Background: an optimization exercise with open tools, aiming at a short achievable clock period and few clock cycles. Do not read the settings as production practice. Where RTL was checked, it was by simulation tests only, not by an equivalence proof against the original.

Setup of tundra:
## crc32_engine
module crc32_engine (
    input  wire        clk,
    input  wire        rst,
    input  wire        cmd_valid,
    output wire        cmd_ready,
    input  wire [7:0]  cmd,
    input  wire [31:0] din,
    output wire [31:0] dout,
    output wire        err
);
For scale: roughly 1300 cells after synthesis, about 140 flip-flops, roughly 77 I/O pins, roughly 12000 sq um of cells after synthesis.
clock: 6.0 ns
lec_check: 0
abc_clock_period_in_ps: 1000
cap_margin: 20
core_margin: 2
core_utilization: 40
place_density: 0.7
setup_slack_margin: 4.6
slew_margin: 20
tns_end_percent: 100
standard.sh (not shown) runs the stock make flow with config.mk's settings and CLKGATE_MAP_FILE= SYNTH_SCRIPT=/design/flow/synth_recipe.tcl, a recipe that flattens the netlist after the stock synthesis.
==> flow/flow/run.sh <==
#!/bin/bash
# Standard layout (the standard.sh, which runs the standard synthesis
# script), with more slow cells kept out of synthesis and repair: three-input
# XORs, high-stack OR/NOR/AND-OR cells and the like. Registers are untouched
# (flip-flops are mapped before ABC and none of them is in the list).
set -euo pipefail
PL=$(cat flow/platform_dont_use.txt)
EXTRA=$(cat flow/extra_dont_use.txt)
bash standard.sh "DONT_USE_CELLS=$PL $EXTRA" finish > standard.log 2>&1
Other scripts of this flow, unchanged in this note and not shown: flow/flow/extra_dont_use.txt, flow/flow/platform_dont_use.txt
Testbench counts of tundra, summed over its fixed seeds: cycles 6,042.
The inputs of onyx differ from those of tundra as listed below.
Settings: SETUP_SLACK_MARGIN changed from 4.6 to 5.0; PLACE_DENSITY removed (was 0.7).
Findings:
tundra → onyx: setup slack up 0.039 ns; max-cap check violation count comparable; total placed cells including tap cells neither gained nor lost much. | area of the multi-input gates | higher: tundra |. Run comparison: onyx critical path capture point dout_q[3]; tundra critical path capture point dout_q[18]. Of onyx and tundra, the run reporting the lower post-route core utilization was onyx.
> inputs changed (onyx -> cedar)
Settings: SETUP_SLACK_MARGIN: 5.0 -> 4.6.
- Compared onyx against cedar; clock latency at the later pin of the worst-skew pair within noise.
- From onyx to cedar the numbers moved as follows: number of tap instances saw little to no change, core region area barely changed.
- There was hardly any difference in met2 capacity usage during global routing between cedar and onyx.
- Against onyx, setup slack in cedar came out better.
[inputs] zinc vs cedar
Settings: SETUP_SLACK_MARGIN now 4.3, was 4.6.
### Flow results
In summary, zinc completed successfully, with a layout that passed the timing, DRC and antenna checks. cedar: full flow OK, the timing, DRC and antenna checks passed. From cedar to zinc the numbers moved as follows: maximum net fanout on the critical path shows an increase of 1; wire length of the first global-routing pass increased by 5600 um relative to the old numbers; sequential share of layout area lower. Re total stage count of the critical path: cedar and zinc aren't equal, and the lower value belongs to zinc.

========
crc32_engine, a different RTL version from the one above (not shown whole).
Size: roughly 77 I/O pins, ~0.014 mm² of cells after synthesis.
Settings: LEC_CHECK=0, ABC_CLOCK_PERIOD_IN_PS=1500, CAP_MARGIN=20, CORE_MARGIN=2, CORE_UTILIZATION=40, SETUP_SLACK_MARGIN=5.0, SLEW_MARGIN=20, TNS_END_PERCENT=100; clock period 6.0 ns.
Scripts as last shown in full above: flow/flow/run.sh
Other scripts of this flow, unchanged in this note and not shown: flow/flow/extra_dont_use.txt, flow/flow/platform_dont_use.txt
The starting point produced a clean layout.
Testbench counts at the start, summed over its fixed seeds: cycles 6,042.
==> next run, changes <==
--- a/flow/config.mk
+++ b/flow/config.mk
@@ -7,6 +7,7 @@
 export LEC_CHECK = 0
-export ABC_CLOCK_PERIOD_IN_PS = 1500
+export ABC_CLOCK_PERIOD_IN_PS = 1000
 export CAP_MARGIN = 20
 export CORE_MARGIN = 2
-export CORE_UTILIZATION = 40
+export CORE_UTILIZATION = 35
+export PLACE_DENSITY = 0.5
 export SETUP_SLACK_MARGIN = 5.0
After rerunning: Area after synthesis is unchanged; first-iteration DRC count went down by 32%; worst setup slack is worse by 0.14 ns; wire length went down by 2.8%; clock skew went down by 0.0064 ns; non-clock buffer count went up by 35; clock-buffer cell count went up by 1; flip-flop and latch count stays the same; design area went up by 3.1%; final cell count went up by 4.8%.
==> next run, changes <==
--- a/flow/config.mk
+++ b/flow/config.mk
@@ -10,4 +10,3 @@
 export CORE_MARGIN = 2
-export CORE_UTILIZATION = 35
-export PLACE_DENSITY = 0.5
+export CORE_UTILIZATION = 40
 export SETUP_SLACK_MARGIN = 5.0
After rerunning: The changed run went through all stages and came out clean. Synthesized cell count does not change. Global-route usage rises by 3.1 points. Synthesized area stays the same. Worst hold slack improved by 0.0055 ns. Core utilization grows by 6.7 points. Worst setup slack gets better by 0.14 ns. Clock-buffer cell count fell by 1. Die area shrinks by 12%. Routed wire length grows by 2.9%. Non-clock buffer count fell by 35. Via count went up by 5.6%.
==> next run, changes <==
--- a/flow/config.mk
+++ b/flow/config.mk
@@ -11,2 +11,3 @@
 export CORE_UTILIZATION = 40
+export GPL_ROUTABILITY_DRIVEN = 0
 export SETUP_SLACK_MARGIN = 5.0
Effect: Critical path depth does not change. Clock skew shrinks by 0.0070 ns. Via count grows by 0.83%. Synthesized cell count does not change. Sequential share of layout area shrinks by 0.41 points. Wire length grows by 1.1%. Design area grows by about 2%.

========
crc32_engine with an RTL version that a note above also has.
Size in the first run: about 1300 cells after synthesis, about 140 flip-flops, about 12000 um^2 of cells after synthesis.
export LEC_CHECK = 0
export ABC_CLOCK_PERIOD_IN_PS = 1000
export CAP_MARGIN = 20
export CORE_MARGIN = 2
export CORE_UTILIZATION = 50
export SETUP_SLACK_MARGIN = 4.3
export SLEW_MARGIN = 20
export TNS_END_PERCENT = 100
create_clock -name core_clock -period 6.0 [get_ports {clk}]
Scripts as last shown in full above: flow/flow/run.sh
Other scripts of this flow, unchanged in this note and not shown: flow/flow/extra_dont_use.txt, flow/flow/platform_dont_use.txt
Testbench counts at the start, summed over its fixed seeds: cycles 6,042.
Change:
- CORE_UTILIZATION: 50 -> 40
- PLACE_DENSITY: default -> 0.7
Critical path depth does not change.
Worst setup slack gets better by 0.68 ns.
Synthesized cell count does not change.
Cell count increases by 3.6%.
Count of clock-buffer cells in the layout stays the same.
Routed wire length decreases by 14%.
Change:
- CTS_CLUSTER_DIAMETER: default -> 60
- CTS_CLUSTER_SIZE: default -> 30
- PLACE_DENSITY: 0.7 -> default
Wire length came out higher by 12%. Global-route usage came out higher by 2.3 points. Final area came out higher by 7.7%. Setup slack got worse by 0.063 ns.

========
RTL: one of the versions met above, not the one the previous note started from.
Size: roughly 1400 cells after synthesis, roughly 210 flip-flops, ~77 I/O pins, ~0.014 mm^2 of cells after synthesis.
Settings: LEC_CHECK=0, ABC_CLOCK_PERIOD_IN_PS=1000, CAP_MARGIN=20, CORE_MARGIN=2, CORE_UTILIZATION=38, SETUP_SLACK_MARGIN=5.0, SLEW_MARGIN=20, TNS_END_PERCENT=100; clock period 6.0 ns.
Scripts as last shown in full above: flow/flow/run.sh
Other scripts of this flow, unchanged in this note and not shown: flow/flow/extra_dont_use.txt, flow/flow/platform_dont_use.txt
The first run finished clean.
Testbench counts at the start, summed over its fixed seeds: cycles 6,042.
Then changed:
Settings changed: CORE_UTILIZATION 38 to 40, PLACE_DENSITY from default to 0.75.
After rerunning:
- worst hold slack got worse by 0.0042 ns
- final cell count falls by 1.2%
- routed wire length rises by 13%
- first-iteration DRC count rises by 14%
- core utilization rises by 2.7 points
- clock-buffer cell count falls by 6
- critical path depth stays the same
- register-to-register slack got worse by 0.15 ns
Then changed:
Settings changed: CORE_UTILIZATION 40 to 35, PLACE_DENSITY 0.75 to default.
The changed run finished clean.
Non-clock buffer count drops by 36.
Setup slack gets better by 0.38 ns.
Cell count is higher by 1.6%.
Die area grows by 14%.
Then changed:
Settings changed: CORE_UTILIZATION 35 to 40, SETUP_SLACK_MARGIN 5.0 to 4.6.
What happened:
- The new run completed with no timing, DRC or antenna violations
- routed wire length is higher by about 7%
- count of clock-buffer cells in the layout is higher by 1
- design area is lower by 0.31%
- utilization is higher by 8.4 points
- global-route usage is higher by 5.2 points
- final cell count is lower by about 1.9%
- sequential share of layout area stays flat
Then changed:
Settings changed: CORE_UTILIZATION 40 to 30, SETUP_SLACK_MARGIN 4.6 to 5.0.
After rerunning: Fmax went down by a few percent. Wire length went up slightly.
Then changed:
Settings changed: CELL_PAD_IN_SITES_DETAIL_PLACEMENT from default to 0, CELL_PAD_IN_SITES_GLOBAL_PLACEMENT from default to 1, CORE_UTILIZATION 30 to 40.
- The new run completed with no timing, DRC or antenna violations
- setup slack is better by 0.086 ns
- routed wire length drops by about 8%
- die area drops by 25%
- sequential share of layout area goes up by 0.43 points
- core utilization goes up by 16 points
- synthesized cell count is unchanged
- non-clock buffer count fell by 39

========
the previous run:
crc32_engine, a different RTL version from the one above (not shown whole).
Size: roughly 1,500 cells after synthesis, ~210 flip-flops.
export LEC_CHECK = 0
export ABC_CLOCK_PERIOD_IN_PS = 1000
export CAP_MARGIN = 20
export CORE_MARGIN = 2
export CORE_UTILIZATION = 40
export SETUP_SLACK_MARGIN = 5.0
export SLEW_MARGIN = 20
export TNS_END_PERCENT = 100
create_clock -name core_clock -period 6.0 [get_ports {clk}]
Scripts as last shown in full above: flow/flow/run.sh
Other scripts of this flow, unchanged in this note and not shown: flow/flow/extra_dont_use.txt, flow/flow/platform_dont_use.txt
Setup changes, the previous run to the current run
# the previous run
export LEC_CHECK = 0
export ABC_CLOCK_PERIOD_IN_PS = 1000
export CAP_MARGIN = 20
export CORE_MARGIN = 2
export CORE_UTILIZATION = 40
export SETUP_SLACK_MARGIN = 5.0
export SLEW_MARGIN = 20
export TNS_END_PERCENT = 100
create_clock -name core_clock -period 6.0 [get_ports {clk}]
# the current run
export LEC_CHECK = 0
export ABC_CLOCK_PERIOD_IN_PS = 1000
export CAP_MARGIN = 20
export CORE_MARGIN = 2
export CORE_UTILIZATION = 35
export SETUP_SLACK_MARGIN = 5.0
export SLEW_MARGIN = 20
export TNS_END_PERCENT = 100
create_clock -name core_clock -period 6.0 [get_ports {clk}]
--- outcome ---
Compared with the previous run, the current run shows a die area that is 14% higher.
Compared with the previous run, the current run shows first-iteration DRC count that has gone up slightly.
The previous run has a lower buffers plus inverters on the worst setup path than the current run.
The current run vs the previous run — wire length of the first global-routing pass dropped by a few percent
The current run vs. the previous run: shortest period the worst path allows went up.
No functional check of the RTL was part of any run of this note.

========
## run 1
crc32_engine with an RTL version that a note above also has.
Size: about 1400 cells after synthesis, ~210 flip-flops, about 14000 sq um of cells after synthesis.
export LEC_CHECK = 0
export ABC_CLOCK_PERIOD_IN_PS = 1000
export CAP_MARGIN = 20
export CORE_MARGIN = 2
export CORE_UTILIZATION = 35
export SETUP_SLACK_MARGIN = 4.6
export SLEW_MARGIN = 20
export TNS_END_PERCENT = 100
create_clock -name core_clock -period 6.0 [get_ports {clk}]
Scripts as last shown in full above: flow/flow/run.sh
Other scripts of this flow, unchanged in this note and not shown: flow/flow/extra_dont_use.txt, flow/flow/platform_dont_use.txt
Both conditions hold for run 1: the flow ran to the end and the final layout passed the timing, DRC and antenna checks.
Testbench counts of run 1, summed over its fixed seeds: cycles 6,042.
Input-level comparison between run 2 and run 1:
- a change of CORE_UTILIZATION from 35 to 40
- an added CTS_CLUSTER_DIAMETER of 120
- a change of SETUP_SLACK_MARGIN from 4.6 to 5.0
- an added CTS_CLUSTER_SIZE of 25
[summary]
- No run among run 2 and run 1 stopped early or left any final violation; all are clean.
- dout_q[20]$_DFF_P_ as the end point of the critical path was reported by run 2, and x_q[31]$_DFF_P_ by run 1.
- Run 2 vs. run 1: die area saw a decrease, ratio of final minimum period to clock period went up by 1.3 points, layout filler cell count moved down.
- In the tables for run 2 and run 1, clock buffer count from CTS reads lower with run 2.
Modified inputs, run 3 compared to run 2
- CTS_CLUSTER_DIAMETER no longer set, was 120
- SLEW_MARGIN now 10, was 20
- CTS_CLUSTER_SIZE no longer set, was 25
- CAP_MARGIN now 10, was 20
--- outcome ---
- Clock skew was lower in the run labelled run 3.
- Clock network area share sits higher in run 3 than in run 2.
- Run 3 ended with more worst setup slack than run 2.
--- input diff run 3..run 4 ---
- SLEW_MARGIN: 10 -> 20
- CTS_BUF_LIST: unset -> sky130_fd_sc_hd__clkbuf_8
- CAP_MARGIN: 10 -> 20
## What came out
Run 4 | status: complete | timing, DRC, antenna: pass. Run 4: area growth from synthesis to layout higher than run 3. When run 4 is set beside run 3, its initial antenna violation count turns out to be 1 larger. Against run 3, run 4 comes in 234 higher on via total after detailed routing. The cell with the largest stage delay on the worst path comes out dfxtp_4 in one run and and3b_2 in the other, namely in run 3 and run 4 respectively.
For run 5, these inputs were changed with respect to run 4:
- a deleted CTS_BUF_LIST that had been sky130_fd_sc_hd__clkbuf_8
-- flow/flow/run.sh --
<<< run 4, line 8
EXTRA=$(cat flow/extra_dont_use.txt)
bash standard.sh "DONT_USE_CELLS=$PL $EXTRA" finish > standard.log 2>&1
>>> run 5, line 8
EXTRA=$(cat flow/extra_dont_use.txt)
bash standard.sh "DONT_USE_CELLS=$PL $EXTRA" REMOVE_ABC_BUFFERS=1 finish > standard.log 2>&1
--- outcome ---
- Highest metal layer used by the detailed router = met5: run 4; highest metal layer used by the detailed router = met4: run 5
- Lower non-clock buffer count among run 5 and run 4: run 4
- Summary of run 5 over run 4: fraction of layout cells with a size suffix above 1 increased by 0.50 points relative to the old numbers; slack of the critical path decreased by 0.52 ns relative to the old numbers; final critical-path share of the clock period increased by 8.7 points relative to the old numbers; global-route wire length before repair increased by about 4% relative to the old numbers.

========
Another version of the RTL of crc32_engine (not shown whole).
Size in the first run: about 1300 cells after synthesis, roughly 170 flip-flops, about 77 I/O pins, ~0.013 sq mm of cells after synthesis.
export LEC_CHECK = 0
export ABC_CLOCK_PERIOD_IN_PS = 1000
export CAP_MARGIN = 20
export CORE_MARGIN = 2
export CORE_UTILIZATION = 40
export SETUP_SLACK_MARGIN = 4.6
export SLEW_MARGIN = 20
export TNS_END_PERCENT = 100
create_clock -name core_clock -period 6.0 [get_ports {clk}]
==> flow/flow/run.sh <==
#!/bin/bash
# Standard layout (the standard.sh, which runs the standard synthesis
# script), with more slow cells kept out of synthesis and repair: three-input
# XORs, high-stack OR/NOR/AND-OR cells and the like. Registers are untouched
# (flip-flops are mapped before ABC and none of them is in the list).
set -euo pipefail
PL=$(cat flow/platform_dont_use.txt)
EXTRA=$(cat flow/extra_dont_use.txt)
bash standard.sh "DONT_USE_CELLS=$PL $EXTRA" finish > standard.log 2>&1
Other scripts of this flow, unchanged in this note and not shown: flow/flow/extra_dont_use.txt, flow/flow/platform_dont_use.txt
Edit:
CORE_UTILIZATION = 35   (was 40)
SETUP_SLACK_MARGIN = 5.0   (was 4.6)
Effect:
- The new run completed without violations
- sequential cell count stays the same
- final area grows by 2.2%
- final cell count grows by 4.2%
- routed wire length increases by 2.1%
- critical path depth falls by 2
- clock skew is about the same
- first-iteration DRC count goes down by 13%
- die area grows by 14%
Function was not checked in any run of this note: the RTL went through the layout flow alone.

-- static timing again, ports no longer ideal --
The flow's constraints put no driver on any port. The routed layouts listed below were extracted and timed again, unchanged, in two steps.
Step 1 (the two cells are an assumption about what drives the block):
set clk [get_ports {clk}]
set_driving_cell -lib_cell sky130_fd_sc_hd__clkbuf_16 $clk
set_driving_cell -lib_cell sky130_fd_sc_hd__buf_2 [delete_from_list [all_inputs] $clk]
Step 2 moves the port delays by t, midway between the first and last clock arrival at a register: inputs arrive t later, outputs are due t later. That takes back most of the time a late clock gives input paths.
a / b / c = no drivers / after step 1 / after step 2; a / b = the first two.
run | t (ns) | setup slack, ns | hold WS [ns] | latest minus earliest clock arrival (ns) | worst register clock-pin slew, ns
tundra | 0.507 | 3.629 / 3.629 / 3.164 | 0.513 / 0.513 / 0.513 | 0.016 / 0.016 | 0.07 / 0.07
onyx | 0.499 | 3.668 / 3.668 / 3.232 | 0.500 / 0.500 / 0.500 | 0.017 / 0.017 | 0.08 / 0.08
cedar | 0.512 | 3.682 / 3.701 / 3.189 | 0.513 / 0.513 / 0.513 | 0.014 / 0.014 | 0.08 / 0.08
zinc | 0.505 | 3.573 / 3.589 / 3.084 | 0.503 / 0.503 / 0.503 | 0.013 / 0.012 | 0.07 / 0.07
the first run of note 2 | 0.581 | 3.756 / 3.734 / 3.195 | 0.379 / 0.379 / 0.379 | 0.024 / 0.025 | 0.07 / 0.07
the second run of note 2 | 0.590 | 3.621 / 3.621 / 3.247 | 0.374 / 0.374 / 0.374 | 0.017 / 0.018 | 0.07 / 0.07
the third run of note 2 | 0.581 | 3.756 / 3.734 / 3.195 | 0.379 / 0.379 / 0.379 | 0.024 / 0.025 | 0.07 / 0.07
the fourth run of note 2 | 0.574 | 3.719 / 3.719 / 3.174 | 0.375 / 0.375 / 0.375 | 0.018 / 0.018 | 0.07 / 0.07
the first run of note 3 | 0.475 | 2.955 / 2.955 / 2.955 | 0.514 / 0.514 / 0.514 | 0.022 / 0.022 | 0.08 / 0.08
the second run of note 3 | 0.481 | 3.636 / 3.633 / 3.152 | 0.497 / 0.497 / 0.497 | 0.023 / 0.022 | 0.07 / 0.07
the third run of note 3 | 0.505 | 3.573 / 3.589 / 3.084 | 0.503 / 0.503 / 0.503 | 0.013 / 0.012 | 0.07 / 0.07
the first run of note 4 | 0.585 | 3.550 / 3.550 / 3.252 | 0.382 / 0.382 / 0.382 | 0.034 / 0.035 | 0.08 / 0.08
the second run of note 4 | 0.619 | 3.402 / 3.402 / 3.068 | 0.378 / 0.378 / 0.378 | 0.027 / 0.027 | 0.08 / 0.08
the third run of note 4 | 0.589 | 3.780 / 3.728 / 3.247 | 0.375 / 0.375 / 0.375 | 0.018 / 0.018 | 0.07 / 0.07
the fourth run of note 4 | 0.601 | 3.705 / 3.705 / 3.118 | 0.383 / 0.383 / 0.383 | 0.039 / 0.039 | 0.07 / 0.07
the fifth run of note 4 | 0.615 | 3.601 / 3.601 / 3.221 | 0.380 / 0.380 / 0.380 | 0.014 / 0.013 | 0.07 / 0.07
the sixth run of note 4 | 0.597 | 3.687 / 3.704 / 3.107 | 0.382 / 0.382 / 0.382 | 0.016 / 0.017 | 0.07 / 0.07
the previous run | 0.581 | 3.643 / 3.643 / 3.181 | 0.379 / 0.379 / 0.379 | 0.042 / 0.042 | 0.07 / 0.07
the current run | 0.564 | 3.631 / 3.545 / 2.981 | 0.376 / 0.376 / 0.376 | 0.018 / 0.018 | 0.07 / 0.07
run 1 | 0.594 | 3.628 / 3.628 / 3.049 | 0.387 / 0.387 / 0.387 | 0.025 / 0.026 | 0.07 / 0.07
run 2 | 0.552 | 3.549 / 3.549 / 3.189 | 0.381 / 0.381 / 0.381 | 0.031 / 0.030 | 0.12 / 0.12
run 3 | 0.581 | 3.756 / 3.734 / 3.195 | 0.379 / 0.379 / 0.379 | 0.024 / 0.025 | 0.07 / 0.07
run 4 | 0.607 | 3.759 / 3.725 / 3.136 | 0.375 / 0.375 / 0.375 | 0.032 / 0.032 | 0.08 / 0.08
run 5 | 0.577 | 3.240 / 3.240 / 3.000 | 0.385 / 0.385 / 0.385 | 0.028 / 0.028 | 0.07 / 0.07
the first run of note 7 | 0.494 | 3.703 / 3.703 / 3.389 | 0.509 / 0.509 / 0.509 | 0.020 / 0.020 | 0.09 / 0.09
the second run of note 7 | 0.504 | 3.756 / 3.756 / 3.308 | 0.483 / 0.483 / 0.483 | 0.018 / 0.017 | 0.08 / 0.08
After both steps setup and hold are still met in every run listed. For the current run, which loses most, drivers alone change the setup slack by -0.086 ns; drivers and shift together by -0.650 ns.
